From an optimization exercise on the open Yosys and OpenROAD flow, aimed at small area, a short achievable clock period and few clock cycles; shortcuts taken in it are not production practice. Where RTL was checked, it was by simulation tests only, not by an equivalence proof against the original. The RTL of run 5 was laid out without a check of its function. Power is estimated from default activity; no workload was simulated.

==> flow/design.v <==
module relay_rx (
    input  wire       clk,
    input  wire       rst,
    input  wire       in_valid,
    input  wire [7:0] in_data,
    output wire       in_ready,
    input  wire [7:0] target,
    output wire       frame_ready,
    output wire [7:0] frame_id,
    output wire [7:0] frame_len,
    input  wire [7:0] rd_addr,
    output wire [7:0] rd_data,
    input  wire       frame_release,
    output reg        err_valid,
    output reg  [3:0] err_cause
);
    localparam [7:0] START_MARK = 8'h02;
    localparam [7:0] END_MARK   = 8'h03;
    localparam [7:0] ESC_MARK   = 8'h1B;
    localparam [7:0] ESC_START  = 8'h30;
    localparam [7:0] ESC_END    = 8'h31;
    localparam [7:0] ESC_ESC    = 8'h32;
    localparam [7:0] BIAS       = 8'h20;
    localparam [7:0] LEN_MIN    = 8'd6;
    localparam [7:0] LEN_MAX    = 8'd150;
    localparam [7:0] N_SLAVES   = 8'd32;
    localparam [7:0] ID_OFFSET  = 8'd100;
    localparam       PAY_MAX    = 145;      
    localparam [3:0] E_BAD_ID      = 4'd1;
    localparam [3:0] E_BAD_LEN     = 4'd2;
    localparam [3:0] E_ILLEGAL_ESC = 4'd4;
    localparam [3:0] E_RAW_MARKER  = 4'd5;
    localparam [3:0] E_ESC_AT_END  = 4'd6;
    localparam [3:0] E_BAD_END     = 4'd7;
    localparam [3:0] E_BAD_NIBBLE  = 4'd8;
    localparam [3:0] E_CRC         = 4'd9;
    localparam [3:0] E_NOT_ADDR    = 4'd10;
    localparam [2:0] S_START = 3'd0;
    localparam [2:0] S_ID    = 3'd1;
    localparam [2:0] S_LEN   = 3'd2;
    localparam [2:0] S_PAY   = 3'd3;
    localparam [2:0] S_CRC   = 3'd4;
    localparam [2:0] S_END   = 3'd5;
    localparam [2:0] S_DONE  = 3'd6;
    function [15:0] crc_update;
        input [15:0] c;
        input [7:0]  b;
        integer k;
        reg [15:0] t;
        begin
            t = c ^ {8'h00, b};
            for (k = 0; k < 8; k = k + 1)
                t = t[0] ? ((t >> 1) ^ 16'hA001) : (t >> 1);
            crc_update = t;
        end
    endfunction
    reg  [8*PAY_MAX-1:0] pay_q;
    wire [8*PAY_MAX-1:0] pay_d;
    reg [2:0]  state;
    reg [7:0]  wptr;        
    reg [7:0]  remaining;   
    reg        esc_pend;
    reg [15:0] crc;
    reg        nib_bad;
    reg        crc_bad;
    reg [7:0]  fid;
    wire accept = in_valid;
    assign in_ready    = 1'b1;
    assign frame_ready = (state == S_DONE);
    assign frame_id    = fid;
    assign frame_len   = wptr;
    wire [15:0] rd_lo;
    wire [9:0]  rd_hi;
    relay_rx_dec u_dec (.a(rd_addr), .lo(rd_lo), .hi(rd_hi));
    genvar gb, gg, gj;
    generate
        for (gb = 0; gb < 8; gb = gb + 1) begin : g_bit
            wire [9:0] m;       
            wire [2:0] q;       
            for (gg = 0; gg < 9; gg = gg + 1) begin : g_grp
                wire [5:0] n;   
                wire [1:0] p;   
                for (gj = 0; gj < 5; gj = gj + 1) begin : g_tri
                    relay_rx_aoi222 u_aoi (
                        .a1(rd_lo[3 * gj]),     .a2(pay_q[8 * (16 * gg + 3 * gj) + gb]),
                        .b1(rd_lo[3 * gj + 1]), .b2(pay_q[8 * (16 * gg + 3 * gj + 1) + gb]),
                        .c1(rd_lo[3 * gj + 2]), .c2(pay_q[8 * (16 * gg + 3 * gj + 2) + gb]),
                        .y(n[gj]));
                end
                relay_rx_nand2 u_15 (.a(rd_lo[15]), .b(pay_q[8 * (16 * gg + 15) + gb]), .y(n[5]));
                relay_rx_nand3 u_p0 (.a(n[0]), .b(n[1]), .c(n[2]), .y(p[0]));
                relay_rx_nand3 u_p1 (.a(n[3]), .b(n[4]), .c(n[5]), .y(p[1]));
                relay_rx_oai21 u_g (.a1(p[0]), .a2(p[1]), .b1(rd_hi[gg]), .y(m[gg]));
            end
            relay_rx_nand3 u_144 (.a(rd_hi[9]), .b(rd_lo[0]), .c(pay_q[8 * (144) + gb]), .y(m[9]));
            relay_rx_and4 u_q0 (.a(m[0]), .b(m[1]), .c(m[2]), .d(m[3]), .y(q[0]));
            relay_rx_and4 u_q1 (.a(m[4]), .b(m[5]), .c(m[6]), .d(m[7]), .y(q[1]));
            relay_rx_and2 u_q2 (.a(m[8]), .b(m[9]), .y(q[2]));
            relay_rx_nand3 u_out (.a(q[0]), .b(q[1]), .c(q[2]), .y(rd_data[gb]));
        end
    endgenerate
    wire [7:0] in_v  = in_data - BIAS;
    wire       id_ok = ((in_v >= 8'd1) && (in_v <= N_SLAVES)) ||
                       ((in_v >= ID_OFFSET + 8'd1) && (in_v <= ID_OFFSET + N_SLAVES));
    wire       len_ok = (in_v >= LEN_MIN) && (in_v <= LEN_MAX);
    reg  [7:0] unstuffed;
    always @(*) begin
        if (!esc_pend)
            unstuffed = in_data;
        else if (in_data == ESC_START)
            unstuffed = START_MARK;
        else if (in_data == ESC_END)
            unstuffed = END_MARK;
        else
            unstuffed = ESC_MARK;
    end
    reg  [3:0] crc_nib;
    always @(*) begin
        case (remaining[1:0])
            2'd0: crc_nib = crc[15:12];
            2'd1: crc_nib = crc[11:8];
            2'd2: crc_nib = crc[7:4];
            default: crc_nib = crc[3:0];
        endcase
    end
    wire [15:0] crc_next = crc_update((state == S_ID) ? 16'h0000 : crc, unstuffed);
    wire addressed = (target >= 8'd1) && (target <= N_SLAVES) &&
                     (fid == target + ID_OFFSET);
    genvar gk, gw;
    generate
        for (gk = 0; gk < PAY_MAX; gk = gk + 1) begin : g_slot
            wire we  = (wptr == gk);
            wire nwe = ~we;
            for (gw = 0; gw < 8; gw = gw + 1) begin : g_wbit
                relay_rx_hold u_hold (.e(we), .ne(nwe), .d(unstuffed[gw]),
                                      .q(pay_q[8 * gk + gw]), .y(pay_d[8 * gk + gw]));
            end
        end
    endgenerate
    always @(posedge clk)
        pay_q <= pay_d;
    task raise_error;
        input [3:0] cause;
        begin
            err_valid <= 1'b1;
            err_cause <= cause;
            state     <= S_START;
        end
    endtask
    always @(posedge clk) begin
        if (rst) begin
            state     <= S_START;
            wptr      <= 8'd0;
            remaining <= 8'd0;
            esc_pend  <= 1'b0;
            crc       <= 16'h0000;
            nib_bad   <= 1'b0;
            crc_bad   <= 1'b0;
            fid       <= 8'd0;
            err_valid <= 1'b0;
            err_cause <= 4'd0;
        end else begin
            err_valid <= 1'b0;
            if (state == S_START)
                esc_pend <= 1'b0;
            if (accept) begin
                case (state)
                    S_START: if (in_data == START_MARK)
                        state <= S_ID;
                    S_ID: begin
                        fid <= in_v;
                        crc <= crc_next;
                        if (!id_ok)
                            raise_error(E_BAD_ID);
                        else
                            state <= S_LEN;
                    end
                    S_LEN: begin
                        crc       <= crc_next;
                        remaining <= in_v - 8'd5;
                        esc_pend  <= 1'b0;
                        wptr      <= 8'd0;
                        if (!len_ok)
                            raise_error(E_BAD_LEN);
                        else
                            state <= S_PAY;
                    end
                    S_PAY: begin
                        remaining <= remaining - 8'd1;
                        if (esc_pend) begin
                            if (in_data != ESC_START && in_data != ESC_END && in_data != ESC_ESC)
                                raise_error(E_ILLEGAL_ESC);
                            else begin
                                esc_pend <= 1'b0;
                                crc      <= crc_next;
                                wptr     <= wptr + 8'd1;
                                if (remaining == 8'd1)
                                    state <= S_CRC;
                            end
                        end else if (in_data == ESC_MARK) begin
                            esc_pend <= 1'b1;
                            if (remaining == 8'd1)
                                raise_error(E_ESC_AT_END);
                        end else if (in_data == START_MARK || in_data == END_MARK) begin
                            raise_error(E_RAW_MARKER);
                        end else begin
                            crc  <= crc_next;
                            wptr <= wptr + 8'd1;
                            if (remaining == 8'd1)
                                state <= S_CRC;
                        end
                        nib_bad <= 1'b0;
                        crc_bad <= 1'b0;
                    end
                    S_CRC: begin
                        remaining[1:0] <= remaining[1:0] + 2'd1;
                        if (in_data[7:4] != 4'h2)
                            nib_bad <= 1'b1;
                        if (in_data[3:0] != crc_nib)
                            crc_bad <= 1'b1;
                        if (remaining[1:0] == 2'd3)
                            state <= S_END;
                    end
                    S_END: begin
                        if (in_data != END_MARK)
                            raise_error(E_BAD_END);
                        else if (nib_bad)
                            raise_error(E_BAD_NIBBLE);
                        else if (crc_bad)
                            raise_error(E_CRC);
                        else if (!addressed)
                            raise_error(E_NOT_ADDR);
                        else
                            state <= S_DONE;
                    end
                    S_DONE: ;
                    default: state <= S_START;
                endcase
            end
            if (state == S_DONE && frame_release)
                state <= S_START;
        end
    end
endmodule
module relay_rx_dec (
    input  wire [7:0]  a,
    output wire [15:0] lo,
    output wire [9:0]  hi
);
    assign lo = 16'd1 << a[3:0];
    wire [15:0] h = 16'd1 << a[7:4];
    assign hi = h[9:0];
endmodule
module relay_rx_hold (
    input  wire e, ne, d, q,
    output wire y
);
    assign y = (e & d) | (ne & q);
endmodule
module relay_rx_aoi222 (
    input  wire a1, a2, b1, b2, c1, c2,
    output wire y
);
    assign y = ~((a1 & a2) | (b1 & b2) | (c1 & c2));
endmodule
module relay_rx_oai21 (
    input  wire a1, a2, b1,
    output wire y
);
    assign y = ~((a1 | a2) & b1);
endmodule
module relay_rx_nand3 (
    input  wire a, b, c,
    output wire y
);
    assign y = ~(a & b & c);
endmodule
module relay_rx_nand2 (
    input  wire a, b,
    output wire y
);
    assign y = ~(a & b);
endmodule
module relay_rx_and4 (
    input  wire a, b, c, d,
    output wire y
);
    assign y = a & b & c & d;
endmodule
module relay_rx_and2 (
    input  wire a, b,
    output wire y
);
    assign y = a & b;
endmodule
==> flow/run.sh <==
#!/bin/bash
# synth_recipe.tcl (not shown) runs the flow's synth.tcl, then flattens the netlist and writes it again
# the make line also repeats each setting of config.mk as NAME=value (left out here)
make -C /OpenROAD-flow-scripts/flow DESIGN_CONFIG=/design/flow/config.mk WORK_HOME=/design/flow/orfs CLKGATE_MAP_FILE= SYNTH_SCRIPT=/design/flow/synth_recipe.tcl finish
==> flow/config.mk <==
export PLATFORM = sky130hd
export DESIGN_NAME = relay_rx
export DESIGN_NICKNAME = relay_rx
export VERILOG_FILES = /design/flow/design.v
export SDC_FILE = /design/flow/constraint.sdc
export NUM_CORES = 4
export LEC_CHECK = 0
export CAP_MARGIN = 20
export CORE_MARGIN = 2
export CORE_UTILIZATION = 55
export CTS_BUF_LIST = sky130_fd_sc_hd__clkbuf_8 sky130_fd_sc_hd__clkbuf_16
export CTS_CLUSTER_DIAMETER = 80
export CTS_CLUSTER_SIZE = 30
export PLACE_DENSITY = 0.7
export SETUP_SLACK_MARGIN = 4.5
export SLEW_MARGIN = 20
export SYNTH_HIERARCHICAL = 1
export SYNTH_MINIMUM_KEEP_SIZE = 0
==> flow/constraint.sdc <==
create_clock -name core_clock -period 10.0 [get_ports {clk}]
set_input_delay 2.0000 -clock core_clock [delete_from_list [all_inputs] [get_ports {clk}]]
set_output_delay 2.0000 -clock core_clock [all_outputs]
set_load 0.01 [all_outputs]
==> flow_metrics.tcl, run 1 <==
set metrics [dict create \
    rr_startpoint "wptr[0]$_SDFFE_PP0P_" \
    setup_tns_ps 0 \
    max_freq_mhz 158 \
    cts_buffer_depth 3 \
    clkLatencyLatePin_ps 680 \
    ir_drop_v 0.000149 \
    relSlewSlack 0.240 \
    fin_crit_sh 0.631 \
    p_total_mw 7.76 \
    clock-root-buffer "clkbuf_16" \
    cts_tree "done" \
    numPortBuffers 57 \
    synth_edf_count 0 \
    die_h_um 288 \
    start_util 0.558 \
    synth.net_count 3947 \
    yosysUniqueCellTypes 72 \
    rr_worst_depth 5 \
    antenna_found_initial 1 \
    critPathMaxFanout 27 \
    maxSlewViolCount 0 \
    place_area_um2 46500 \
    hold_ws_ps 481 \
    layout.cells.non_filler 5159 \
    core_area_um2 79300 \
    async_flop_share 0 \
    viasPerCell 7.28 \
    worst_ep_arrival_time_ps 4310 \
    fin_crit_ps 6310 \
    hold_path_depth 1 \
    netlist_area_um2 44200 \
    reg2reg_to "pay_q[905]$_DFF_P_" \
    cts_buffers 50 \
    place.gp.congestion 1.01 \
    final_common_cell "dfxtp_1" \
    synth_top_flop_cell "dfxtp_1" \
    fp.dieW_um 288 \
    row_count 103 \
    p_per_area_nw_per_um2 155 \
    cp-end-kind "output port" \
    grt_max_degree 148 \
    leakage_nw 19.9 \
    ys_seq_area_frac 0.548 \
    worstHoldStart "pay_q[782]$_DFF_P_" \
    cts_sinks 1211 \
    finalWorstSetupSlack_ps 3690 \
    final_cell_mix "dfxtp_1, a22o_1, a222oi_1" \
    maxCapViolCount 0 \
    hold_path_end "pay_q[782]$_DFF_P_" \
    dieArea_um2 82700 \
    syn2layout_area_growth_pct 13.3 \
    pre_cts_ws_ps 2110 \
    wl_per_cell_um 29.6 \
    clock_skew_ps 40.4 \
    path_clk_slew_ps 110 \
    dp.cells 4998 \
    rsz0062_at_grt "true" \
    grt_pass1_vias 34720 \
    crit_path_start_kind "input pin" \
    required_ps 8000 \
    yosysWarnings 7 \
    htreeDepth 2 \
    drc 0 \
    synthCells 3901 \
    dr_total_vias 37562 \
    dr.pass1.iters 8 \
    hp-class "reg -> reg" \
    postRouteAntennaNets 0 \
    r2r_setup_slack_ps 6950 \
    setup_viol 0 \
    pin_count 59 \
    grt_pass1_wl_um 224000 \
    design_area_um2 50100 \
    hpwl_um 87200 \
    finalHoldViolCount 0 \
    globalRoute.totalOverflow 0 \
    final_util 0.632 \
    synth-seq-cells 1211 \
    crit_type "in -> out" \
    drtIter0Drc 6297 \
    grt_use_total 0.349 \
    layout.nets 4136 \
    fill_cells 6359 \
    drive_gt1_frac 0.0835 \
    worst_pin_slew_ps 1140 \
    run_status "finished clean" \
    avgSynthCellArea_um2 11.3 \
    finalWirelength_um 153000 \
]
==> routing by layer <==
metal / share of wire / wire, µm / GRT usage / vias to the layer above
met2: 0.43 / 65400 / 0.513 / 2326
met5: 0 / 0 / 0 / -
met3: 0.10 / 16000 / 0.0560 / 397
li1: - / - / - / 16433
met4: 0.053 / 8020 / 0.170 / 0
met1: 0.41 / 63100 / 0.499 / 18406
==> logic make-up after synthesis <==
group / count (synthesis) / synth area share
xor gates and xnor gates: 54 / 0.0112
other: 1 / 0.0000848
and+or+nand+nor: 651 / 0.0727
AOI/OAI and AO/OA: 1723 / 0.339
buffers and inverters: 234 / 0.0210
adders and majority gates: 18 / 0.00509
muxes: 9 / 0.00207
DFF: 1211 / 0.548
==> registers in the layout (all words and copies together) (netlist names), 3 cells and up <==
name,count
pay_q,1160
crc,16
fid,8
remaining,8
wptr,8
err_cause,4
state,3
==> worst max path at each step <==
stage / from / slack, ps / endpoint
global route: rd_addr[1] / 3760 / rd_data[2]
floorplan: rd_addr[3] / 3210 / rd_data[0]
CTS: rd_addr[0] / 3830 / rd_data[0]
detailed placement: rd_addr[1] / 2110 / rd_data[6]
finish: rd_addr[3] / 3690 / rd_data[6]
global placement: rd_addr[1] / 2140 / rd_data[6]
==> where the power goes <==
part / internal (mW) / switching [mW]
combinational: 0.102 / 0.231
clock: 1.04 / 1.56
sequential: 4.83 / 0.00306
total: 5.97 / 1.79
==> cell usage after synthesis (4+ instances only) <==
library cell | number | area, µm²
a211oi_1 | 17 | 128
a21o_1 | 6 | 45.0
a21oi_1 | 31 | 155
a222oi_1 | 364 | 3640
a22o_1 | 1161 | 10200
a311oi_1 | 5 | 43.8
a31oi_1 | 7 | 43.8
and2_1 | 27 | 169
and3_1 | 4 | 25.0
and4_1 | 17 | 149
and4b_1 | 5 | 50.1
and4bb_1 | 4 | 50.1
and4bb_2 | 4 | 50.1
buf_2 | 7 | 35.0
buf_4 | 8 | 60.1
clkbuf_1 | 46 | 173
dfxtp_1 | 1211 | 24200
ha_1 | 18 | 225
inv_1 | 169 | 634
mux2i_1 | 8 | 80.1
nand2_1 | 272 | 1020
nand2b_1 | 16 | 100
nand3_1 | 178 | 891
nor2_1 | 61 | 229
nor2b_1 | 7 | 43.8
nor3_1 | 18 | 90.1
nor4_1 | 4 | 25.0
nor4b_2 | 7 | 105
o21ai_0 | 28 | 140
o21ai_1 | 73 | 365
o31ai_1 | 4 | 30.0
or3_1 | 4 | 25.0
xnor2_1 | 38 | 333
xor2_1 | 14 | 123
==> final cells by class <==
type                            count  area [µm²]  area share
Timing Repair Buffer              192        2600      0.0519
Tap cell                         1050        1310      0.0262
Sequential cell                  1211       24200       0.484
Clock inverter                     14         188     0.00375
Multi-Input combinational cell   2466       19800       0.394
Antenna cell                        1        2.50   0.0000499
Clock buffer                       56        1370      0.0273
Inverter                          169         634      0.0127
==> critical path, stage by stage <==
cell and delay [ps]:
buf_16 100, buf_4 120, nor4b_4 50, buf_4 170
bufbuf_16 320, a222oi_1 420, nand3_1 240, o21ai_2 320
and4_1 280, nand3_4 130, buf_6 150
==> Yosys stat by module, one instance, submodules excluded <==
module | flip-flops and latches | copies in the design | cells inside
relay_rx | 1211 | 1 | 2019
relay_rx_oai21 | 0 | 72 | 1
relay_rx_nand3 | 0 | 160 | 1
relay_rx_hold | 0 | 1160 | 1
relay_rx_and4 | 0 | 16 | 1
relay_rx_aoi222 | 0 | 360 | 1
relay_rx_and2 | 0 | 8 | 1
relay_rx_nand2 | 0 | 72 | 1
relay_rx_dec | 0 | 1 | 34
==> what timing repair did <==
| action | 4_1_cts | 5_1_grt |
|---|---|---|
| hold endpoints to repair | 0 | 0 |
| hold buffers | 0 | 0 |
| setup endpoints to repair | 8 | 8 |
| setup buffers | 40 | 12 |
| pin swaps | 169 | 89 |
| resized for setup | 209 | 38 |
| cloned | 30 | 8 |
Testbench counts, summed over its fixed seeds: cycles 25,166.
==> run 2, diff against run 1 <==
--- a/flow/config.mk
+++ b/flow/config.mk
@@ -12,7 +12,7 @@
 export CTS_CLUSTER_DIAMETER = 80
 export CTS_CLUSTER_SIZE = 30
 export PLACE_DENSITY = 0.7
-export SETUP_SLACK_MARGIN = 4.5
+export SETUP_SLACK_MARGIN = 3.8
 export SLEW_MARGIN = 20
 export SYNTH_HIERARCHICAL = 1
 export SYNTH_MINIMUM_KEEP_SIZE = 0
==> run 2 against run 1 <==
Register-to-register slack worse by 930 ps. First-iteration DRC count is 6.0% higher. Sequential power hardly changed. Non-clock buffer count is 36 lower. Area after synthesis stayed put. Hold slack worse by 3.1 ps. Final area is 1.3% lower. Utilization is 0.82 points lower. Sequential share of layout area is 0.63 points higher. Die area stayed put. Synthesized cell count stayed put. Clock skew is 5.8 ps lower. Largest power group unchanged.
==> flow_metrics.tcl, run 2 <==
set metrics [dict create \
    pin_count 59 \
    top_layer_used "met4" \
    postRouteAntennaNets 0 \
    cp-end-kind "output port" \
    crit_chain "buf_16, nor4_4, buf_8, buf_8, a222oi_1, nand3_1, o21ai_2, and4_4, nand3_4, buf_6" \
    setup_tns_ps 0 \
    yosysUniqueCellTypes 72 \
    final_common_cell "dfxtp_1" \
    dr_total_vias 37161 \
    row_count 103 \
    cts_buffers 50 \
    drc 0 \
    worst_ep_arrival_time_ps 4310 \
    cp_top_family "simple AND/OR/NAND/NOR gates" \
    grt_use_total 0.342 \
    hpwl_um 87200 \
    syn2layout_area_growth_pct 11.9 \
    critical_path_buf_inv_count 4 \
    relSlewSlack 0.177 \
    worst-path-stages 10 \
    wl_met3_um 17600 \
    grt_pass1_vias 33919 \
    rr_worst_depth 5 \
    maxCapViolCount 0 \
    crit_path_frequent_cell "buf_8" \
    finalWirelength_um 150000 \
    fp.dieW_um 288 \
    netlist_area_um2 44200 \
    top_regs "pay_q (1160), crc (16)" \
    die_h_um 288 \
    crit_type "in -> out" \
    yosysTopAreaCell "dfxtp_1" \
    synth.net_count 3947 \
    maxSlewViolCount 0 \
    avgSynthCellArea_um2 11.3 \
    fill_cells 6428 \
    cts_tree "done" \
    largest_reg_flops 1160 \
    synth.top_cell.area_share 0.548 \
    async_flop_share 0 \
    pre_cts_ws_ps 2080 \
    yosys-top-cells-count "dfxtp_1, a22o_1, a222oi_1" \
    cpPeakStageDelay_ps 480 \
    dr_wl_met2_um 63400 \
    hold_path_depth 2 \
    grt_max_degree 147 \
    grt_pass1_wl_um 219000 \
    synth_most_common_cell "dfxtp_1" \
    viasPerCell 7.26 \
    final_cell_mix "dfxtp_1, a22o_1, a222oi_1" \
    cts_sinks 1211 \
    synth_edf_count 0 \
    p_per_area_nw_per_um2 157 \
    run_status "finished clean" \
    wl_met1_um 62500 \
    clock_skew_ps 34.6 \
    fin_crit_sh 0.631 \
    critPathMaxFanout 53 \
    leakage_nw 19.6 \
    dr.pass1.iters 14 \
    ir_drop_v 0.000123 \
    wl_per_cell_um 29.4 \
    yosysWarnings 7 \
    antenna_found_initial 4 \
    clock-root-buffer "clkbuf_16" \
    synth_area_leaders "dfxtp_1, a22o_1, a222oi_1" \
    synth_top_flop_cell "dfxtp_1" \
    top_register "pay_q" \
    fin_crit_ps 6310 \
    antenna_cells 0 \
    setup_viol 0 \
    slowest_stage "a222oi_1" \
    core_area_um2 79300 \
    rsz0062_at_grt "true" \
    ctsHoldBuffers 0 \
    place.gp.congestion 0.948 \
    path_clk_slew_ps 90 \
    layout.nets 4094 \
    required_ps 8000 \
    cts_buffer_depth 3 \
    max_freq_mhz 158 \
    synth-seq-cells 1211 \
    worst_pin_slew_ps 1230 \
    ys_seq_area_frac 0.548 \
    start_util 0.558 \
    clkLatencyLatePin_ps 680 \
    globalRoute.totalOverflow 0 \
    finalHoldViolCount 0 \
    hp-class "reg -> reg" \
    htreeDepth 2 \
    finalWorstSetupSlack_ps 3690 \
    numPortBuffers 57 \
    dieArea_um2 82700 \
    drive_gt1_frac 0.0735 \
    crit_path_start_kind "input pin" \
    synthCells 3901 \
    drtIter0Drc 6673 \
]
run 2: cell families (layout without fill, tap and decap cells):
kind of cell	after synthesis	count (layout)	share of synthesized area
simple gates	651	655	0.0727
other cells	1	1	0.0000848
fa+ha+maj	18	18	0.00509
xor+xnor	54	54	0.0112
buf+inv	234	397	0.0210
mux	9	9	0.00207
compound gates	1723	1723	0.339
flops	1211	1211	0.548
run 2: path summary, 6_finish.rpt:
check / endpoint / slack (ps) / start
max: rd_data[2] / 3690 / rd_addr[3]
min: remaining[6]$_SDFFE_PP0P_ / 480 / remaining[6]$_SDFFE_PP0P_
max reg2reg: pay_q[553]$_DFF_P_ / 6020 / esc_pend$_SDFF_PP0_
min reg2reg: remaining[6]$_SDFFE_PP0P_ / 480 / remaining[6]$_SDFFE_PP0P_
run 2: per-stage QoR:
stage	area, µm²	instances	total power, mW	utilization	hold slack, ps
after floorplan	44300	3901	5.08	-	438
after global placement	46500	4994	5.19	0.586	451
after detailed placement	46500	4994	5.19	0.586	453
after CTS	48800	5090	7.74	0.616	478
after global routing	49500	5118	7.95	0.624	493
final	49500	5118	7.75	0.624	478
run 2: area by class of cell:
| class | count | area [µm²] | share of cell area |
|---|---|---|---|
| clock inverters | 17 | 206 | 0.00417 |
| flip-flops and latches | 1211 | 24200 | 0.490 |
| well taps | 1050 | 1310 | 0.0266 |
| inverters | 169 | 634 | 0.0128 |
| clock buffers | 55 | 1350 | 0.0274 |
| repair buffers | 156 | 2070 | 0.0418 |
| multi-input cells | 2460 | 19600 | 0.397 |
run 2: timing repair:
action,in CTS,in global routing
pin swaps,84,80
setup buffers,9,10
resized for setup,173,41
cloned,15,17
endpoints found under the setup margin,8,8
run 2: worst min-delay path: stages, from the launching register on:
cell and delay, ps:
dfxtp_1 330, nand2_1 60, a21oi_1 50
run 2: per-module statistics from Yosys (local to each module, per instance), a selection:
module,times used,cell area [µm²],cells inside,flip-flops and latches
relay_rx_and2,8,6.26,1,0
relay_rx_hold,1160,8.76,1,0
relay_rx,1,28500,2019,1211
relay_rx_oai21,72,5.00,1,0
relay_rx_nand3,160,5.00,1,0
relay_rx_aoi222,360,10.0,1,0
relay_rx_nand2,72,3.75,1,0
relay_rx_and4,16,8.76,1,0
run 2: power by group:
part,total (mW),switching [mW],internal (mW)
clock,2.60,1.57,1.03
sequential,4.83,0.00319,4.83
combinational,0.314,0.227,0.0877
total,7.75,1.80,5.95
run 2: per-layer routing:
| layer | up-vias | track usage |
|---|---|---|
| met5 | - | 0 |
| met4 | 0 | 0.148 |
| met3 | 335 | 0.0599 |
| met2 | 2369 | 0.502 |
| met1 | 18129 | 0.492 |
| li1 | 16328 | - |
==> run 3, diff against run 2 <==
--- a/flow/config.mk
+++ b/flow/config.mk
@@ -7,11 +7,11 @@
 export LEC_CHECK = 0
 export CAP_MARGIN = 20
 export CORE_MARGIN = 2
-export CORE_UTILIZATION = 55
+export CORE_UTILIZATION = 60
 export CTS_BUF_LIST = sky130_fd_sc_hd__clkbuf_8 sky130_fd_sc_hd__clkbuf_16
 export CTS_CLUSTER_DIAMETER = 80
 export CTS_CLUSTER_SIZE = 30
-export PLACE_DENSITY = 0.7
+export PLACE_DENSITY = 0.72
 export SETUP_SLACK_MARGIN = 3.8
 export SLEW_MARGIN = 20
 export SYNTH_HIERARCHICAL = 1
==> run 3 against run 2 <==
Fmax is 1.8% lower. Flip-flop and latch count stayed put. Power is 0.21% lower. Clock skew is 11 ps higher. Routed wire length is 2.1% higher. Critical path depth stayed put. Setup slack worse by 110 ps. Hold slack better by 2.1 ps. Area after synthesis stayed put. Final cell count is 1.7% lower. Sequential share of layout area is 0.32 points higher. First-iteration DRC count is 2.6% higher. Critical path type unchanged. Largest cell class unchanged. Largest power group unchanged.
==> flow_metrics.tcl, run 3 <==
set metrics [dict create \
    ir_drop_v 0.000198 \
    grt_max_degree 147 \
    layout.cells.non_filler 5029 \
    layout.nets 4092 \
    pin_count 59 \
    p_per_area_nw_per_um2 157 \
    path_clk_slew_ps 110 \
    rsz0062_at_grt "true" \
    fin_crit_ps 6420 \
    syn2layout_area_growth_pct 11.1 \
    setup_tns_ps 0 \
    netlist_area_um2 44200 \
    cpPeakStageDelay_ps 450 \
    pre_cts_ws_ps 2140 \
    clkLatencyLatePin_ps 680 \
    postRouteAntennaNets 0 \
    async_flop_share 0 \
    drc 0 \
    maxSlewViolCount 0 \
    ys_seq_area_frac 0.548 \
    maxCapViolCount 0 \
    final_common_cell "dfxtp_1" \
    synth_most_common_cell "dfxtp_1" \
    cp_top_family "simple AND/OR/NAND/NOR gates" \
    drive_gt1_frac 0.0683 \
    grt_pass1_wl_um 223000 \
    dp.cells 4903 \
    hp-class "reg -> reg" \
    leakage_nw 19.4 \
    relSlewSlack 0.170 \
    yosys-top-cells-count "dfxtp_1, a22o_1, a222oi_1" \
    yosysUniqueCellTypes 72 \
    setup_viol 0 \
    cts_buffers 49 \
    place.gp.congestion 0.932 \
    top_register "pay_q" \
    numPortBuffers 57 \
    slowest_stage "a222oi_1" \
    drtIter0Drc 6846 \
    cts_sinks 1211 \
    dieArea_um2 75900 \
    dr_total_vias 38143 \
    synth-seq-cells 1211 \
    synth_top_flop_cell "dfxtp_1" \
    cts_tree "done" \
    max_freq_mhz 156 \
    grt_pass1_vias 35860 \
    synth.top_cell.area_share 0.548 \
    fill_cells 5539 \
    dr.pass1.iters 12 \
    p_total_mw 7.73 \
    finalHoldViolCount 0 \
    synth.net_count 3947 \
    row_count 99 \
    crit_chain "clkbuf_16, nor4b_4, buf_4, clkbuf_16, a222oi_1, nand3_1, o21ai_2, and4_4, nand3_2, dlygate4sd2_1" \
    viasPerCell 7.58 \
    worst_ep_arrival_time_ps 4420 \
    yosysWarnings 7 \
    cts_buffer_depth 3 \
    place_area_um2 46400 \
    crit_path_start_kind "input pin" \
    fin_crit_sh 0.642 \
    htreeDepth 2 \
    antenna_found_initial 4 \
    run_status "finished clean" \
    core_area_um2 73000 \
    clock_skew_ps 45.2 \
    start_util 0.606 \
    largest_reg_flops 1160 \
    die_h_um 275 \
    grt_use_total 0.381 \
    critPathMaxFanout 14 \
    crit_type "in -> out" \
    yosysTopAreaCell "dfxtp_1" \
    wl_per_cell_um 30.5 \
    synth_edf_count 0 \
    ctsHoldBuffers 0 \
    hpwl_um 92200 \
    globalRoute.totalOverflow 0 \
    synth_area_leaders "dfxtp_1, a22o_1, a222oi_1" \
    critical_path_buf_inv_count 4 \
    fp.dieW_um 275 \
    top_regs "pay_q (1160), crc (16)" \
    design_area_um2 49100 \
    required_ps 8000 \
    avgSynthCellArea_um2 11.3 \
    cp-end-kind "output port" \
    final_cell_mix "dfxtp_1, a22o_1, a222oi_1" \
    finalWorstSetupSlack_ps 3580 \
    finalWirelength_um 154000 \
    synthCells 3901 \
    worst_pin_slew_ps 1240 \
    crit_path_frequent_cell "clkbuf_16" \
    clock-root-buffer "clkbuf_16" \
]
## run 3: Yosys stat by module (local to each module, per instance)
module / cells inside / flip-flops and latches
relay_rx: 2019 / 1211
relay_rx_dec: 34 / 0
relay_rx_aoi222: 1 / 0
relay_rx_and4: 1 / 0
relay_rx_hold: 1 / 0
relay_rx_and2: 1 / 0
relay_rx_nand3: 1 / 0
relay_rx_oai21: 1 / 0
relay_rx_nand2: 1 / 0
## run 3: area by class of cell
cell class | count | area, µm² | area share
inverters | 169 | 634 | 0.0129
diodes | 2 | 5.00 | 0.000102
flip-flops and latches | 1211 | 24200 | 0.493
multi-input cells | 2465 | 19600 | 0.399
clock inverters | 18 | 204 | 0.00415
clock buffers | 55 | 1330 | 0.0271
repair buffers | 150 | 1880 | 0.0384
well taps | 959 | 1200 | 0.0244
## run 3: through the flow
stage,utilization,hold WS (ps)
final,0.673,480
after global routing,0.673,491
after CTS,0.665,482
after detailed placement,0.636,452
after global placement,0.636,451
after floorplan,-,438
## run 3: power by group
| part | switching (mW) | internal (mW) | leakage (nW) | total, mW |
|---|---|---|---|---|
| combinational | 0.229 | 0.0869 | 8.93 | 0.316 |
| sequential | 0.00349 | 4.83 | 9.75 | 4.83 |
| clock | 1.55 | 1.03 | 0.761 | 2.58 |
## run 3: metal layers
metal | routed length [µm] | part of all wire | GRT usage
met1 | 59800 | 0.39 | 0.517
met2 | 66200 | 0.43 | 0.571
met3 | 18500 | 0.12 | 0.0758
met4 | 9030 | 0.059 | 0.208
met5 | 26 | 0.00017 | 0
## run 3: cells by family after synthesis
logic type,synth area share
XOR/XNOR,0.0112
AO/OA/AOI/OAI,0.339
other,0.0000848
flip-flops,0.548
buffers and inverters,0.0210
AND/OR/NAND/NOR,0.0727
adder cells (fa/ha/maj),0.00509
multiplexers,0.00207
## run 3: final timing paths
kind | from | end | slack [ps] | depth (start not counted)
worst min register to register | pay_q[94]$_DFF_P_ | pay_q[94]$_DFF_P_ | 480 | 1
worst min-delay path | pay_q[94]$_DFF_P_ | pay_q[94]$_DFF_P_ | 480 | 1
worst max-delay path | rd_addr[1] | rd_data[2] | 3580 | 10
worst max register to register | esc_pend$_SDFF_PP0_ | pay_q[673]$_DFF_P_ | 6470 | 4
## run 3: what timing repair did
action                     CTS  global route
setup endpoints to repair    8             8
cloned                      11            13
resized for setup          132            48
pin swaps                   73            64
buffers inserted             7            19
==> run 4, diff against run 3 <==
--- a/flow/design.v
+++ b/flow/design.v
@@ -126,11 +126,16 @@
     wire [15:0] crc_next = crc_update((state == S_ID) ? 16'h0000 : crc, unstuffed);
     wire addressed = (target >= 8'd1) && (target <= N_SLAVES) &&
                      (fid == target + ID_OFFSET);
+    wire [15:0] wr_lo = 16'd1 << wptr[3:0];
+    wire [15:0] wr_hi = 16'd1 << wptr[7:4];
+    wire [15:0] wr_lo_n = ~wr_lo;
+    wire [15:0] wr_hi_n = ~wr_hi;
     genvar gk, gw;
     generate
         for (gk = 0; gk < PAY_MAX; gk = gk + 1) begin : g_slot
-            wire we  = (wptr == gk);
-            wire nwe = ~we;
+            wire we, nwe;
+            relay_rx_nor2 u_we (.a(wr_lo_n[gk % 16]), .b(wr_hi_n[gk / 16]), .y(we));
+            relay_rx_nand2 u_nwe (.a(wr_lo[gk % 16]), .b(wr_hi[gk / 16]), .y(nwe));
             for (gw = 0; gw < 8; gw = gw + 1) begin : g_wbit
                 relay_rx_hold u_hold (.e(we), .ne(nwe), .d(unstuffed[gw]),
                                       .q(pay_q[8 * gk + gw]), .y(pay_d[8 * gk + gw]));
@@ -293,3 +298,9 @@
 );
     assign y = a & b;
 endmodule
+module relay_rx_nor2 (
+    input  wire a, b,
+    output wire y
+);
+    assign y = ~(a | b);
+endmodule
--- a/flow/config.mk
+++ b/flow/config.mk
@@ -7,11 +7,11 @@
 export LEC_CHECK = 0
 export CAP_MARGIN = 20
 export CORE_MARGIN = 2
-export CORE_UTILIZATION = 60
+export CORE_UTILIZATION = 55
 export CTS_BUF_LIST = sky130_fd_sc_hd__clkbuf_8 sky130_fd_sc_hd__clkbuf_16
 export CTS_CLUSTER_DIAMETER = 80
 export CTS_CLUSTER_SIZE = 30
-export PLACE_DENSITY = 0.72
+export PLACE_DENSITY = 0.7
 export SETUP_SLACK_MARGIN = 3.8
 export SLEW_MARGIN = 20
 export SYNTH_HIERARCHICAL = 1
==> run 4 against run 3 <==
First-iteration DRC count is 13% higher. Synthesized cell count increased by 0.10%. Flip-flop and latch count stayed put. Sequential share of layout area decreased by 0.81 points. Final area increased by 1.7%. Power up 1.4%. Clock-buffer cell count down 3. Critical path depth increased by 1. Setup slack gained 64 ps. Combinational power up 16%. Non-clock buffer count increased by 47. Global-route usage up 0.52 points.
==> flow_metrics.tcl, run 4 <==
set metrics [dict create \
    top_regs "pay_q (1160), crc (16)" \
    ir_drop_v 0.000163 \
    place_area_um2 46500 \
    hpwl_um 96000 \
    rr_startpoint "wptr[3]$_SDFFE_PP0P_" \
    synthCells 3905 \
    htreeDepth 2 \
    die_h_um 287 \
    drtIter0Drc 7716 \
    row_count 103 \
    largest_reg_flops 1160 \
    crit_start "rd_addr[1]" \
    yosysUniqueCellTypes 74 \
    cp-end-kind "output port" \
    wl_per_cell_um 32.5 \
    core_area_um2 79300 \
    cts_buffer_depth 3 \
    required_ps 8000 \
    synth_top_flop_cell "dfxtp_1" \
    run_status "finished clean" \
    ctsHoldBuffers 0 \
    r2r_setup_slack_ps 6230 \
    layout.cells.non_filler 5199 \
    crit_type "in -> out" \
    pin_count 59 \
    crit_path_start_kind "input pin" \
    synth-seq-cells 1211 \
    viasPerCell 7.56 \
    maxCapViolCount 0 \
    worstHoldStart "crc[13]$_SDFFE_PP0P_" \
    synth_area_leaders "dfxtp_1, a22o_1, a222oi_1" \
    maxSlewViolCount 0 \
    setup_tns_ps 0 \
    netlist_area_um2 44100 \
    synth_edf_count 0 \
    layout.nets 4173 \
    finalWirelength_um 169000 \
    clock_skew_ps 34.3 \
    rsz0062_at_grt "true" \
    grt_pass1_vias 36306 \
    antenna_found_initial 7 \
    final_cell_mix "dfxtp_1, a22o_1, a222oi_1" \
    ff_latch_area_um2 24200 \
    grt_max_degree 147 \
    worst_ep_arrival_time_ps 4360 \
    fin_crit_sh 0.636 \
    cts_buffers 49 \
    clkLatencyLatePin_ps 690 \
    fp.dieW_um 287 \
    async_flop_share 0 \
    leakage_nw 18.6 \
    final_common_cell "dfxtp_1" \
    drc 0 \
    dr_total_vias 39305 \
    globalRoute.totalOverflow 0 \
    design_area_um2 50000 \
    setup_viol 0 \
    relSlewSlack 0.188 \
    cts_sinks 1211 \
    hp-class "reg -> reg" \
    avgSynthCellArea_um2 11.3 \
    drive_gt1_frac 0.0806 \
    p_per_area_nw_per_um2 157 \
    synth_most_common_cell "dfxtp_1" \
    synth.net_count 3953 \
    grt_use_total 0.386 \
    numPortBuffers 57 \
    dp.cells 5040 \
    worst_pin_slew_ps 1220 \
    grt_pass1_wl_um 243000 \
    dr.pass1.iters 10 \
    syn2layout_area_growth_pct 13.2 \
    top_register "pay_q" \
    ys_seq_area_frac 0.549 \
    fin_crit_ps 6360 \
    fill_cells 6398 \
    finalHoldViolCount 0 \
    yosys-top-cells-count "dfxtp_1, a22o_1, a222oi_1" \
    path_clk_slew_ps 110 \
    dieArea_um2 82500 \
    place.gp.congestion 0.980 \
    start_util 0.557 \
    clock-root-buffer "clkbuf_16" \
    cts_tree "done" \
    yosysTopAreaCell "dfxtp_1" \
    multi_input_area_um2 20100 \
    max_freq_mhz 157 \
    postRouteAntennaNets 0 \
    yosysWarnings 7 \
    synth.top_cell.area_share 0.549 \
    critPathMaxFanout 8 \
]
run 4: changes by cell type after synthesis, moves of 4 or more:
cell / change
nand2_1: +20
buf_2: -5
nand3_1: +4
o21ai_0: -10
clkbuf_1: -21
a21oi_1: +13
a311oi_1: -4
and2_1: -18
or3_1: -4
nor2_1: +158
inv_1: -123
nand2b_1: -7
mux2i_1: -8
run 4: where the power goes:
group	total (mW)	switching (mW)	internal [mW]
Clock	2.60	1.57	1.04
Sequential	4.87	0.0202	4.85
Combinational	0.367	0.252	0.115
Total	7.84	1.84	6.00
run 4: worst max-delay path: stages:
cell and delay (ps):
buf_16 110, nor4b_4 130, buf_12 150, buf_8 130, buf_12 130, a222oi_1 720
nand3_1 180, o21ai_1 200, and4_4 330, nand3_4 110, buf_6 140
run 4: layout make-up:
cell class | count | area share
flip-flops and latches | 1211 | 0.485
multi-input cells | 2618 | 0.403
repair buffers | 197 | 0.0511
well taps | 1050 | 0.0263
clock buffers | 52 | 0.0258
clock inverters | 17 | 0.00446
inverters | 48 | 0.00371
diodes | 6 | 0.000301
run 4: final timing paths:
check / end / cells past startpoint
max: rd_data[0] / 11
min: crc[13]$_SDFFE_PP0P_ / 2
max reg2reg: pay_q[328]$_DFF_P_ / 5
min reg2reg: crc[13]$_SDFFE_PP0P_ / 2
run 4: per-stage QoR:
step	worst slack, ps	hold WS [ps]	utilization	total power, mW
5_1_grt	3650	489	0.630	8.02
3_3_place_gp	2170	451	0.587	5.26
6_report	3640	478	0.630	7.84
4_1_cts	3710	476	0.622	7.81
3_5_place_dp	2150	452	0.587	5.26
2_1_floorplan	3210	438	-	5.14
run 4: modules after synthesis (local to each module, per instance), excerpt:
| module | cell area (µm²) | copies in the design | flip-flops and latches | cells inside |
|---|---|---|---|---|
| relay_rx_oai21 | 5.00 | 72 | 0 | 1 |
| relay_rx_nor2 | 3.75 | 145 | 0 | 1 |
| relay_rx | 27300 | 1 | 1211 | 1733 |
| relay_rx_dec | 360 | 1 | 0 | 34 |
| relay_rx_hold | 8.76 | 1160 | 0 | 1 |
| relay_rx_and4 | 8.76 | 16 | 0 | 1 |
| relay_rx_aoi222 | 10.0 | 360 | 0 | 1 |
| relay_rx_nand2 | 3.75 | 217 | 0 | 1 |
| relay_rx_and2 | 6.26 | 8 | 0 | 1 |
run 4: routing by layer:
metal / up-vias / global-route usage / share of wire
met5: - / 0 / 0.00045
met4: 4 / 0.213 / 0.067
met3: 603 / 0.0936 / 0.14
met2: 2946 / 0.555 / 0.41
met1: 19066 / 0.531 / 0.38
li1: 16686 / - / -
run 4: cells by family (layout without fill, tap and decap cells):
kind of cell               count (synthesis)  after routing  share of synthesized area
buffers and inverters                     88            314                    0.00834
other                                      1              7                  0.0000850
adders and majority gates                 20             20                    0.00567
and+or+nand+nor                          812            824                     0.0855
AOI/OAI and AO/OA                       1718           1718                      0.339
DFF                                     1211           1211                      0.549
xor gates and xnor gates                  55             55                     0.0120
run 4: what timing repair did:
| action | 4_1_cts | 5_1_grt |
|---|---|---|
| gates cloned | 28 | 10 |
| pin swaps | 134 | 96 |
| gates resized for setup | 188 | 53 |
| buffers inserted | 22 | 24 |
| setup endpoints to repair | 8 | 8 |
Testbench counts of run 4, summed over its fixed seeds: cycles 25,166.
==> run 5, diff against run 4 <==
--- a/flow/design.v
+++ b/flow/design.v
@@ -69,30 +69,48 @@
     assign frame_ready = (state == S_DONE);
     assign frame_id    = fid;
     assign frame_len   = wptr;
-    wire [15:0] rd_lo;
+    wire [3:0]  rd_a_n;
+    wire [3:0]  rd_p01, rd_p23;
+    wire [15:0] rd_lo_n;
     wire [9:0]  rd_hi;
-    relay_rx_dec u_dec (.a(rd_addr), .lo(rd_lo), .hi(rd_hi));
+    genvar gd;
+    generate
+        for (gd = 0; gd < 4; gd = gd + 1) begin : g_dec
+            relay_rx_inv u_inv (.a(rd_addr[gd]), .y(rd_a_n[gd]));
+            relay_rx_nor2 u_p01 (.a(gd[0] ? rd_a_n[0] : rd_addr[0]),
+                                 .b(gd[1] ? rd_a_n[1] : rd_addr[1]), .y(rd_p01[gd]));
+            relay_rx_nor2 u_p23 (.a(gd[0] ? rd_a_n[2] : rd_addr[2]),
+                                 .b(gd[1] ? rd_a_n[3] : rd_addr[3]), .y(rd_p23[gd]));
+        end
+        for (gd = 0; gd < 16; gd = gd + 1) begin : g_lo
+            relay_rx_nand2 u_lo (.a(rd_p01[gd % 4]), .b(rd_p23[gd / 4]), .y(rd_lo_n[gd]));
+        end
+    endgenerate
+    relay_rx_dec u_dec (.a(rd_addr[7:4]), .hi(rd_hi));
     genvar gb, gg, gj;
     generate
         for (gb = 0; gb < 8; gb = gb + 1) begin : g_bit
             wire [9:0] m;       
             wire [2:0] q;       
             for (gg = 0; gg < 9; gg = gg + 1) begin : g_grp
-                wire [5:0] n;   
-                wire [1:0] p;   
-                for (gj = 0; gj < 5; gj = gj + 1) begin : g_tri
-                    relay_rx_aoi222 u_aoi (
-                        .a1(rd_lo[3 * gj]),     .a2(pay_q[8 * (16 * gg + 3 * gj) + gb]),
-                        .b1(rd_lo[3 * gj + 1]), .b2(pay_q[8 * (16 * gg + 3 * gj + 1) + gb]),
-                        .c1(rd_lo[3 * gj + 2]), .c2(pay_q[8 * (16 * gg + 3 * gj + 2) + gb]),
-                        .y(n[gj]));
+                wire [7:0] x;   
+                wire [3:0] n;   
+                wire       p;   
+                for (gj = 0; gj < 8; gj = gj + 1) begin : g_pair
+                    relay_rx_oai22 u_oai (
+                        .a1(rd_lo_n[2 * gj]),     .a2(pay_q[8 * (16 * gg + 2 * gj) + gb]),
+                        .b1(rd_lo_n[2 * gj + 1]), .b2(pay_q[8 * (16 * gg + 2 * gj + 1) + gb]),
+                        .y(x[gj]));
+                end
+                for (gj = 0; gj < 4; gj = gj + 1) begin : g_nor
+                    relay_rx_nor2 u_nor (.a(x[2 * gj]), .b(x[2 * gj + 1]), .y(n[gj]));
                 end
-                relay_rx_nand2 u_15 (.a(rd_lo[15]), .b(pay_q[8 * (16 * gg + 15) + gb]), .y(n[5]));
-                relay_rx_nand3 u_p0 (.a(n[0]), .b(n[1]), .c(n[2]), .y(p[0]));
-                relay_rx_nand3 u_p1 (.a(n[3]), .b(n[4]), .c(n[5]), .y(p[1]));
-                relay_rx_oai21 u_g (.a1(p[0]), .a2(p[1]), .b1(rd_hi[gg]), .y(m[gg]));
+                relay_rx_nand4 u_p (.a(n[0]), .b(n[1]), .c(n[2]), .d(n[3]), .y(p));
+                relay_rx_nand2 u_g (.a(rd_hi[gg]), .b(p), .y(m[gg]));
             end
-            relay_rx_nand3 u_144 (.a(rd_hi[9]), .b(rd_lo[0]), .c(pay_q[8 * (144) + gb]), .y(m[9]));
+            wire t144;
+            relay_rx_nor2 u_t144 (.a(rd_lo_n[0]), .b(pay_q[8 * 144 + gb]), .y(t144));
+            relay_rx_nand2 u_144 (.a(rd_hi[9]), .b(t144), .y(m[9]));
             relay_rx_and4 u_q0 (.a(m[0]), .b(m[1]), .c(m[2]), .d(m[3]), .y(q[0]));
             relay_rx_and4 u_q1 (.a(m[4]), .b(m[5]), .c(m[6]), .d(m[7]), .y(q[1]));
             relay_rx_and2 u_q2 (.a(m[8]), .b(m[9]), .y(q[2]));
@@ -126,18 +144,13 @@
     wire [15:0] crc_next = crc_update((state == S_ID) ? 16'h0000 : crc, unstuffed);
     wire addressed = (target >= 8'd1) && (target <= N_SLAVES) &&
                      (fid == target + ID_OFFSET);
-    wire [15:0] wr_lo = 16'd1 << wptr[3:0];
-    wire [15:0] wr_hi = 16'd1 << wptr[7:4];
-    wire [15:0] wr_lo_n = ~wr_lo;
-    wire [15:0] wr_hi_n = ~wr_hi;
     genvar gk, gw;
     generate
         for (gk = 0; gk < PAY_MAX; gk = gk + 1) begin : g_slot
-            wire we, nwe;
-            relay_rx_nor2 u_we (.a(wr_lo_n[gk % 16]), .b(wr_hi_n[gk / 16]), .y(we));
-            relay_rx_nand2 u_nwe (.a(wr_lo[gk % 16]), .b(wr_hi[gk / 16]), .y(nwe));
+            wire we  = (wptr == gk);
+            wire nwe = ~we;
             for (gw = 0; gw < 8; gw = gw + 1) begin : g_wbit
-                relay_rx_hold u_hold (.e(we), .ne(nwe), .d(unstuffed[gw]),
+                relay_rx_hold u_hold (.e(we), .ne(nwe), .d(~unstuffed[gw]),
                                       .q(pay_q[8 * gk + gw]), .y(pay_d[8 * gk + gw]));
             end
         end
@@ -248,31 +261,23 @@
     end
 endmodule
 module relay_rx_dec (
-    input  wire [7:0]  a,
-    output wire [15:0] lo,
-    output wire [9:0]  hi
+    input  wire [3:0] a,
+    output wire [9:0] hi
 );
-    assign lo = 16'd1 << a[3:0];
-    wire [15:0] h = 16'd1 << a[7:4];
+    wire [15:0] h = 16'd1 << a;
     assign hi = h[9:0];
 endmodule
-module relay_rx_hold (
-    input  wire e, ne, d, q,
-    output wire y
-);
-    assign y = (e & d) | (ne & q);
-endmodule
-module relay_rx_aoi222 (
-    input  wire a1, a2, b1, b2, c1, c2,
+module relay_rx_inv (
+    input  wire a,
     output wire y
 );
-    assign y = ~((a1 & a2) | (b1 & b2) | (c1 & c2));
+    assign y = ~a;
 endmodule
-module relay_rx_oai21 (
-    input  wire a1, a2, b1,
+module relay_rx_hold (
+    input  wire e, ne, d, q,
     output wire y
 );
-    assign y = ~((a1 | a2) & b1);
+    assign y = (e & d) | (ne & q);
 endmodule
 module relay_rx_nand3 (
     input  wire a, b, c,
@@ -298,6 +303,18 @@
 );
     assign y = a & b;
 endmodule
+module relay_rx_oai22 (
+    input  wire a1, a2, b1, b2,
+    output wire y
+);
+    assign y = ~((a1 | a2) & (b1 | b2));
+endmodule
+module relay_rx_nand4 (
+    input  wire a, b, c, d,
+    output wire y
+);
+    assign y = ~(a & b & c & d);
+endmodule
 module relay_rx_nor2 (
     input  wire a, b,
     output wire y
--- a/flow/config.mk
+++ b/flow/config.mk
@@ -12,7 +12,7 @@
 export CTS_CLUSTER_DIAMETER = 80
 export CTS_CLUSTER_SIZE = 30
 export PLACE_DENSITY = 0.7
-export SETUP_SLACK_MARGIN = 3.8
+export SETUP_SLACK_MARGIN = 4.5
 export SLEW_MARGIN = 20
 export SYNTH_HIERARCHICAL = 1
 export SYNTH_MINIMUM_KEEP_SIZE = 0
==> run 5 against run 4 <==
Still clean. Power rose by 7.8%. Hold slack barely moved. Utilization rose by 4.2 points. Global-route usage rose by 4.9 points. Combinational power rose to 2.5 times the previous value. Synthesized cell count rose by 9.1%. Largest cell class unchanged.
==> flow_metrics.tcl, run 5 <==
set metrics [dict create \
    synth.net_count 4306 \
    clkLatencyLatePin_ps 670 \
    grt_pass1_wl_um 267000 \
    worst_pin_slew_ps 1340 \
    drtIter0Drc 6473 \
    p_seq_frac 0.577 \
    p_int_mw 6.23 \
    pwr-share-clk 0.313 \
    dr_total_vias 41756 \
    async_flop_share 0 \
    run_status "finished clean" \
    clock-root-buffer "clkbuf_16" \
    hold_ws_ps 479 \
    hold_path_depth 2 \
    ys_seq_area_frac 0.544 \
    avgSynthCellArea_um2 10.5 \
    final_cell_mix "dfxtp_1, a22o_1, o22ai_1" \
    fp.dieW_um 289 \
    fill_cells 6115 \
    dieArea_um2 83400 \
    globalRoute.totalOverflow 0 \
    cts_buffer_depth 3 \
    worstHoldStart "err_cause[3]$_SDFFE_PP0P_" \
    grt_max_degree 148 \
    crit_path_start_kind "input pin" \
    finalWorstSetupSlack_ps 3670 \
    grt_pass1_vias 38247 \
    final_common_cell "dfxtp_1" \
    htreeDepth 2 \
    drive_gt1_frac 0.143 \
    syn2layout_area_growth_pct 21.1 \
    antenna_found_initial 8 \
    synth_most_common_cell "dfxtp_1" \
    design_area_um2 54000 \
    cts_sinks 1211 \
    p_total_mw 8.45 \
    rsz0062_at_grt "true" \
    top_register "pay_q" \
    crit_path_frequent_cell "buf_12" \
    wl_per_cell_um 32.7 \
    setup_viol 0 \
    numPortBuffers 57 \
    required_ps 8000 \
    fin_crit_ps 6330 \
    dp.cells 5345 \
    path_clk_slew_ps 100 \
    finalWirelength_um 189000 \
    row_count 104 \
    leakage_nw 21.7 \
    critPathMaxFanout 7 \
    place.gp.congestion 0.912 \
    cp_top_family "simple AND/OR/NAND/NOR gates" \
    netlist_area_um2 44600 \
    setup_tns_ps 0 \
    ctsHoldBuffers 0 \
    synthCells 4260 \
    critical_path_buf_inv_count 5 \
    synth_area_leaders "dfxtp_1, a22o_1, o22ai_1" \
    cts_buffers 49 \
    yosysUniqueCellTypes 74 \
    core_area_um2 80400 \
    die_h_um 289 \
    maxSlewViolCount 0 \
    cp-end-kind "output port" \
    rr_startpoint "esc_pend$_SDFF_PP0_" \
    cts_tree "done" \
    cpPeakStageDelay_ps 450 \
    combPwrFrac 0.110 \
    p_switching_mw 2.22 \
    yosysTopAreaCell "dfxtp_1" \
    maxCapViolCount 0 \
    crit_chain "buf_12, clkinv_8, nor2_4, buf_12, buf_16, nand2_4, o22ai_1, nor2_2, nand4_1, nand2_1, and4_4, nand3_4, buf_6" \
    synth.top_cell.area_share 0.544 \
    ir_drop_v 0.000118 \
    clock_skew_ps 27.3 \
    place_area_um2 46900 \
    fin_crit_sh 0.633 \
    max_freq_mhz 158 \
    rr_worst_depth 4 \
    yosys-top-cells-count "dfxtp_1, a22o_1, o22ai_1" \
    pre_cts_ws_ps 2540 \
    synth_top_flop_cell "dfxtp_1" \
    hp-class "reg -> reg" \
    p_per_area_nw_per_um2 156 \
    dr.pass1.iters 12 \
    hold_path_end "err_cause[3]$_SDFFE_PP0P_" \
    top_regs "pay_q (1160), crc (16)" \
    crit_type "in -> out" \
    start_util 0.555 \
    final_util 0.672 \
    slowest_stage "nand4_1" \
    relSlewSlack 0.105 \
    worst_ep_arrival_time_ps 4330 \
    yosysWarnings 7 \
    pin_count 59 \
    synth_edf_count 0 \
    viasPerCell 7.24 \
    hpwl_um 85300 \
    reg2reg_to "pay_q[148]$_DFF_P_" \
    layout.nets 4726 \
    largest_reg_flops 1160 \
    grt_use_total 0.435 \
    layout.cells.non_filler 5764 \
    sw_frac_of_total 0.263 \
    postRouteAntennaNets 0 \
    synth-seq-cells 1211 \
    finalHoldViolCount 0 \
    drc 0 \
    r2r_setup_slack_ps 6590 \
]
-- run 5: logic make-up after synthesis --
group	after synthesis	synth area share
compound gates	1853	0.326
flops	1211	0.544
simple gates	870	0.0889
buf+inv	241	0.0216
xor+xnor	53	0.0121
fa+ha+maj	18	0.00505
mux	13	0.00295
other cells	1	0.0000841
-- run 5: Yosys stat by module (local to each module, per instance), excerpt --
module | times used | cell area (µm²) | flip-flops and latches | cells inside
relay_rx_nand2 | 96 | 3.75 | 0 | 1
relay_rx_and4 | 16 | 8.76 | 0 | 1
relay_rx_hold | 1160 | 8.76 | 0 | 1
relay_rx_dec | 1 | 199 | 0 | 14
relay_rx_inv | 4 | 3.75 | 0 | 1
relay_rx | 1 | 28400 | 1211 | 2002
relay_rx_and2 | 8 | 6.26 | 0 | 1
-- run 5: final cells by class --
class,count,area [µm²],area share
sequential,1211,24200,0.449
multi-input combinational,2882,22000,0.407
timing repair buffer,359,4180,0.0774
tap,1060,1330,0.0245
clock buffer,52,1290,0.0239
inverter,177,718,0.0133
clock inverter,17,246,0.00456
antenna,6,15.0,0.000278
-- run 5: worst max-delay path by stage --
| stage | start | endpoint | slack, ps | cells past startpoint |
|---|---|---|---|---|
| after global routing | rd_addr[3] | rd_data[4] | 3760 | 13 |
| after detailed placement | rd_addr[2] | rd_data[7] | 2540 | 11 |
| final | rd_addr[3] | rd_data[4] | 3670 | 13 |
| after CTS | rd_addr[2] | rd_data[4] | 4030 | 15 |
| after floorplan | in_data[6] | crc[11]$_SDFFE_PP0P_ | 3970 | 6 |
| after global placement | rd_addr[2] | rd_data[2] | 2550 | 11 |
-- run 5: metal layers --
| metal | up-vias | part of all wire | track usage |
|---|---|---|---|
| li1 | 17690 | - | - |
| met1 | 19896 | 0.37 | 0.561 |
| met2 | 3266 | 0.39 | 0.604 |
| met3 | 896 | 0.14 | 0.142 |
| met4 | 8 | 0.099 | 0.325 |
| met5 | - | 0.00024 | 0 |
-- run 5: power by group through the flow --
stage	clock [mW]	combinational [mW]	sequential (mW)
after floorplan	0	0.369	4.98
after global routing	2.80	0.933	4.88
final	2.64	0.930	4.88
after detailed placement	0	0.612	4.99
after CTS	2.63	0.842	4.88
after global placement	0	0.608	4.99
-- run 5: repair_timing --
action / 4_1_cts / 5_1_grt
resized for setup: 347 / 50
cloned: 75 / 3
pin swaps: 166 / 70
setup endpoints to repair: 8 / 8
buffers inserted: 199 / 67
-- run 5: worst reg2reg max path: stages, from the launching register on --
cell,delay [ps]
dfxtp_1,820
o21ai_0,440
o22ai_4,830
buf_4,920
a22o_1,340

[re-timing with driven ports]
No port has a modelled driver above. Below, the same layouts with a new extraction and two added sets of constraints.
Step 1: set_driving_cell puts a clkbuf_16 on clk and a buf_2 on each other input, an assumption about the parent block.
Step 2 adds t to the input delays and takes it off the output delays; t is the mean of the earliest and latest rising clock arrival at the registers after step 1. Input paths then give back, and output paths get back, about the clock's delay inside the block.
Slacks: ideal ports / drivers / drivers and shift; pairs: ideal ports / drivers.
| run | shift t [ns] | setup WS [ns] | hold slack, ns | worst setup path after step 2 |
|---|---|---|---|---|
| run 1 | 0.720 | 3.686 / 3.468 / 3.468 | 0.481 / 0.481 / 0.481 | input to output |
| run 2 | 0.722 | 3.690 / 3.427 / 3.427 | 0.478 / 0.478 / 0.478 | input to output |
| run 3 | 0.721 | 3.577 / 3.438 / 3.438 | 0.480 / 0.480 / 0.480 | input to output |
| run 4 | 0.738 | 3.640 / 3.474 / 3.474 | 0.478 / 0.478 / 0.478 | input to output |
| run 5 | 0.734 | 3.673 / 3.623 / 3.623 | 0.479 / 0.479 / 0.479 | input to output |
After both steps every run listed still meets setup and hold. For run 2, which loses most, drivers alone change the setup slack by -0.263 ns; drivers and shift together by -0.263 ns.
